What follows belongs to an exercise in optimizing a design on an open flow for small area, a short achievable clock period and few clock cycles per item; a production flow would make more cautious choices.
At most, simulation tests tie the RTL to the original design; equivalence was not proved.
Power is estimated from default activity; no workload was simulated.

## old
==> flow/design.v (excerpt) <==
module lora_rx_decoder (
    input  wire        clk,
    input  wire        rst,           
    input  wire        start,
    input  wire [3:0]  cfg_sf,        
    input  wire [3:0]  cfg_ppm,       
    input  wire [2:0]  cfg_rdd,       
    input  wire        cfg_explicit,  
    input  wire        sym_valid,
    output wire        sym_ready,
    input  wire [15:0] sym_data,
    output wire        out_valid,
    input  wire        out_ready,
    output wire [7:0]  out_data
);
    reg  [3:0]  sh;                   
    reg  [3:0]  sf;                   
    reg  [3:0]  pm1;                  
    reg  [2:0]  rdd;
    reg         expl;
    reg         in_v;
    reg  [11:0] in_u;                 
    reg  [11:0] sb [0:7];
    reg  [2:0]  m;                    
    reg  [2:0]  r;                    
    reg         ld_hdr;               
    reg         sb_full;
    reg         first_x;              
    reg  [11:0] cb [0:7];
    reg  [3:0]  j;                    
    reg         cw_v;
    reg         cw_hdr;
    reg         q_v;
    reg  [7:0]  q_cw;
    reg  [3:0]  q_key;
    reg         q_hdr;
    reg         ov;
    reg  [5:0]  od;
    reg  [7:0]  s;
    reg         widx;
    wire [3:0] ppm_eff = (cfg_ppm == 4'd0) ? cfg_sf : cfg_ppm;
    wire a_free  = ~ov | out_ready;
    wire q_adv   = q_v & a_free;
    wire qfree   = ~q_v | q_adv;
    wire take    = cw_v & qfree;
    wire cw_last = (j == pm1);
    wire xfer    = sb_full & (~cw_v | (take & cw_last));
    wire take0   = sb_full & ~cw_v & qfree;
    wire tk      = take | take0;
    wire s1_go   = in_v & (~sb_full | xfer);
    wire [2:0] wl1 = ld_hdr ? 3'd7 : (3'd3 + rdd);    
    wire ld_last = (m == wl1);
    reg  rdy;
    assign sym_ready = rdy;
    wire acc = sym_valid & rdy;
    reg  [11:0] below, pa0, pa1, pa2, pa3, cy;
    integer ci;
    always @* begin
  ...
For scale: ~1200 cells after synthesis, ~270 flip-flops, roughly 43 I/O pins.
clock: 9.0 ns
lec_check: 0
cap_margin: 20
core_margin: 2
core_utilization: 40
slew_margin: 20
standard.sh (not shown) runs the stock make flow with config.mk's settings and CLKGATE_MAP_FILE= SYNTH_SCRIPT=/design/flow/synth_recipe.tcl, a recipe that flattens the netlist after the stock synthesis.
==> flow/flow/run.sh <==
#!/bin/bash
bash standard.sh 'SETUP_SLACK_MARGIN=6.2' 'MATCH_CELL_FOOTPRINT=0' 'BUFFER_PORTS_ARGS=-buffer_cell sky130_fd_sc_hd__buf_2' 'CTS_BUF_LIST=sky130_fd_sc_hd__clkbuf_8' 'CTS_CLUSTER_SIZE=16' 'CTS_CLUSTER_DIAMETER=60' 'ABC_AREA=1' finish > standard.log 2>&1
Testbench counts of old, summed over its fixed seeds: cycles 7,995, bytes 6,173.
Inputs modified between old and new:
--- a/flow/design.v
+++ b/flow/design.v
@@ -36,22 +36,19 @@
     reg         q_hdr;
     reg         ov;
     reg  [5:0]  od;
     reg  [7:0]  s;
     reg         widx;
     wire [3:0] ppm_eff = (cfg_ppm == 4'd0) ? cfg_sf : cfg_ppm;
     wire a_free  = ~ov | out_ready;
     wire q_adv   = q_v & a_free;
-    wire qfree   = ~q_v | q_adv;
-    wire take    = cw_v & qfree;
+    wire take    = cw_v & (~q_v | q_adv);
     wire cw_last = (j == pm1);
     wire xfer    = sb_full & (~cw_v | (take & cw_last));
-    wire take0   = sb_full & ~cw_v & qfree;
-    wire tk      = take | take0;
     wire s1_go   = in_v & (~sb_full | xfer);
     wire [2:0] wl1 = ld_hdr ? 3'd7 : (3'd3 + rdd);    
     wire ld_last = (m == wl1);
     reg  rdy;
     assign sym_ready = rdy;
     wire acc = sym_valid & rdy;
     reg  [11:0] below, pa0, pa1, pa2, pa3, cy;
     integer ci;
@@ -73,29 +70,24 @@
                      ((ci == 0) ? 1'b1 :
                       (ci - 1 >= 8) ? pa3[ci-1] & pa3[ci-9] : pa3[ci-1]);
         end
     end
     wire [11:0] u_in = sym_data[11:0] ^ cy;
     reg  [11:0] gm;
     always @* for (ci = 0; ci < 12; ci = ci + 1) gm[ci] = (ci + 1 < sf);
     wire [11:0] G     = in_u ^ ({1'b0, in_u[11:1]} & gm);
-    wire [4:0]  sa    = {1'b0, sh} + 5'd7 - {2'b0, r};
     wire [18:0] Gx    = {G, 7'd0};
-    wire [18:0] A     = Gx >> sa;
-    wire [11:0] B     = G >> (sf - {1'b0, r});
+    wire [18:0] A     = (Gx >> sh) >> (~r);
+    wire [11:0] B     = (G >> (sf - 4'd7)) >> (~r);
     reg  [11:0] rot;
     always @* for (ci = 0; ci < 12; ci = ci + 1) rot[ci] = (ci < r) ? B[ci] : A[ci];
     wire [7:0] cw = {cb[7][j], cb[6][j], cb[5][j], cb[4][j],
                      cb[3][j], cb[2][j], cb[1][j], cb[0][j]};
-    wire [7:0] cw0 = {sb[7][0], sb[6][0], sb[5][0], sb[4][0],
-                      sb[3][0], sb[2][0], sb[1][0], sb[0][0]};
-    wire [7:0] cw_in  = take0 ? cw0 : cw;
-    wire       hdr_in = take0 ? first_x : cw_hdr;
-    wire use_key = ~(hdr_in & expl & (take0 | (j < 4'd5)));
+    wire use_key = ~(cw_hdr & expl & (j < 4'd5));
     wire [3:0] key = widx ? {s[0], s[1], s[2], s[3]} : {s[4], s[5], s[6], s[7]};
     wire [2:0] cur_rdd = q_hdr ? 3'd4 : rdd;
     wire b0 = q_cw[0], b1 = q_cw[1], b2 = q_cw[2], b3 = q_cw[3];
     wire b4 = q_cw[4], b5 = q_cw[5], b6 = q_cw[6], b7 = q_cw[7];
     wire p0 = b0 ^ b1 ^ b2 ^ b4;
     wire p1 = b1 ^ b2 ^ b3 ^ b5;
     wire p2 = b0 ^ b1 ^ b3 ^ b6;
     wire p3 = b0 ^ b2 ^ b3 ^ b7;
@@ -144,25 +136,25 @@
         end
         if (s1_go)
             sb[m] <= rot;
         for (i = 0; i < 8; i = i + 1)
             if (xfer)
                 cb[i] <= sb[i];
         if (q_adv)
             od <= {dec_b, dec_e, dec_d};
-        if (tk) begin
-            q_cw  <= cw_in;
+        if (take) begin
+            q_cw  <= cw;
             q_key <= use_key ? key : 4'd0;
-            q_hdr <= hdr_in;
+            q_hdr <= cw_hdr;
         end
     end
     wire in_v_n    = acc | (in_v & ~s1_go);
     wire sb_full_n = (s1_go & ld_last) | (sb_full & ~xfer);
-    wire cw_v_n    = xfer ? ~(take0 & (pm1 == 4'd0)) : (cw_v & ~(take & cw_last));
+    wire cw_v_n    = xfer | (cw_v & ~(take & cw_last));
     always @(posedge clk) begin
         if (rst | start)
             rdy <= ~rst;
         else
             rdy <= ~in_v_n | ~sb_full_n | ~cw_v_n;
         if (start) begin
             sh   <= (cfg_ppm == 4'd0) ? 4'd0 : cfg_sf - cfg_ppm;
             sf   <= cfg_sf;
@@ -199,31 +191,31 @@
                     r <= ({1'b0, r} == pm1) ? 3'd0 : r + 3'd1;
                 end
             end
             if (s1_go & ld_last)
                 sb_full <= 1'b1;
             else if (xfer)
                 sb_full <= 1'b0;
             if (xfer) begin
-                cw_v    <= ~(take0 & (pm1 == 4'd0));
+                cw_v    <= 1'b1;
                 cw_hdr  <= first_x;
                 first_x <= 1'b0;
-                j       <= take0 ? 4'd1 : 4'd0;
+                j       <= 4'd0;
             end else if (take) begin
                 if (cw_last)
                     cw_v <= 1'b0;
                 j <= j + 4'd1;
             end
             if (a_free)
                 ov <= q_adv;
-            if (tk)
+            if (take)
                 q_v <= 1'b1;
             else if (q_adv)
                 q_v <= 1'b0;
-            if (tk & use_key) begin
+            if (take & use_key) begin
                 if (widx)
                     s <= {s[0] ^ s[2] ^ s[3] ^ s[4], s[7:1]};
                 widx <= ~widx;
             end
         end
     end
 endmodule
--- outcome ---
Fmax: new below old. met1 wire length of new exceeds that of old by a few percent. The number of post-CTS setup repair buffers in new sits 1 below the value recorded for old. new: final instance area higher than old. The worst-path cell with the longest stage delay comes out sky130_fd_sc_hd__edfxtp_1 in one run and sky130_fd_sc_hd__or2_4 in the other, namely in old and new respectively. Note that the internal cell power recorded for old amounts to 1.08 times the value seen in new. Taking old as the reference point, the routed wire length of new rises by about 5%. Across both runs, setup slack was lower for new than for old. Going from old to new, the pre-CTS worst setup slack was found to have gone up by 170 ps.
Only the layout flow was run in new; the RTL was not checked for function there.

-- port drivers added, routing unchanged --
No port has a modelled driver above. Below, the same layouts with a new extraction and two added sets of constraints.
Step 1 (the two cells are an assumption about what drives the block):
set clk [get_ports {clk}]
set_driving_cell -lib_cell sky130_fd_sc_hd__clkbuf_16 $clk
set_driving_cell -lib_cell sky130_fd_sc_hd__buf_2 [delete_from_list [all_inputs] $clk]
Step 2 adds t to the input delays and takes it off the output delays; t is the mean of the earliest and latest rising clock arrival at the registers after step 1. Input paths then give back, and output paths get back, about the clock's delay inside the block.
Slacks: no drivers / after step 1 / after step 2; pairs: no drivers / after step 1.
| run | t (ns) | setup slack, ns | slew at the worst register clock pin (ns) |
|---|---|---|---|
| old | 0.607 | 6.097 / 6.053 / 5.552 | 0.11 / 0.11 |
| new | 0.591 | 6.078 / 6.066 / 5.475 | 0.10 / 0.10 |
After both steps every run listed still meets setup and hold. For new, which loses most, drivers alone change the setup slack by -0.012 ns; drivers and shift together by -0.603 ns.
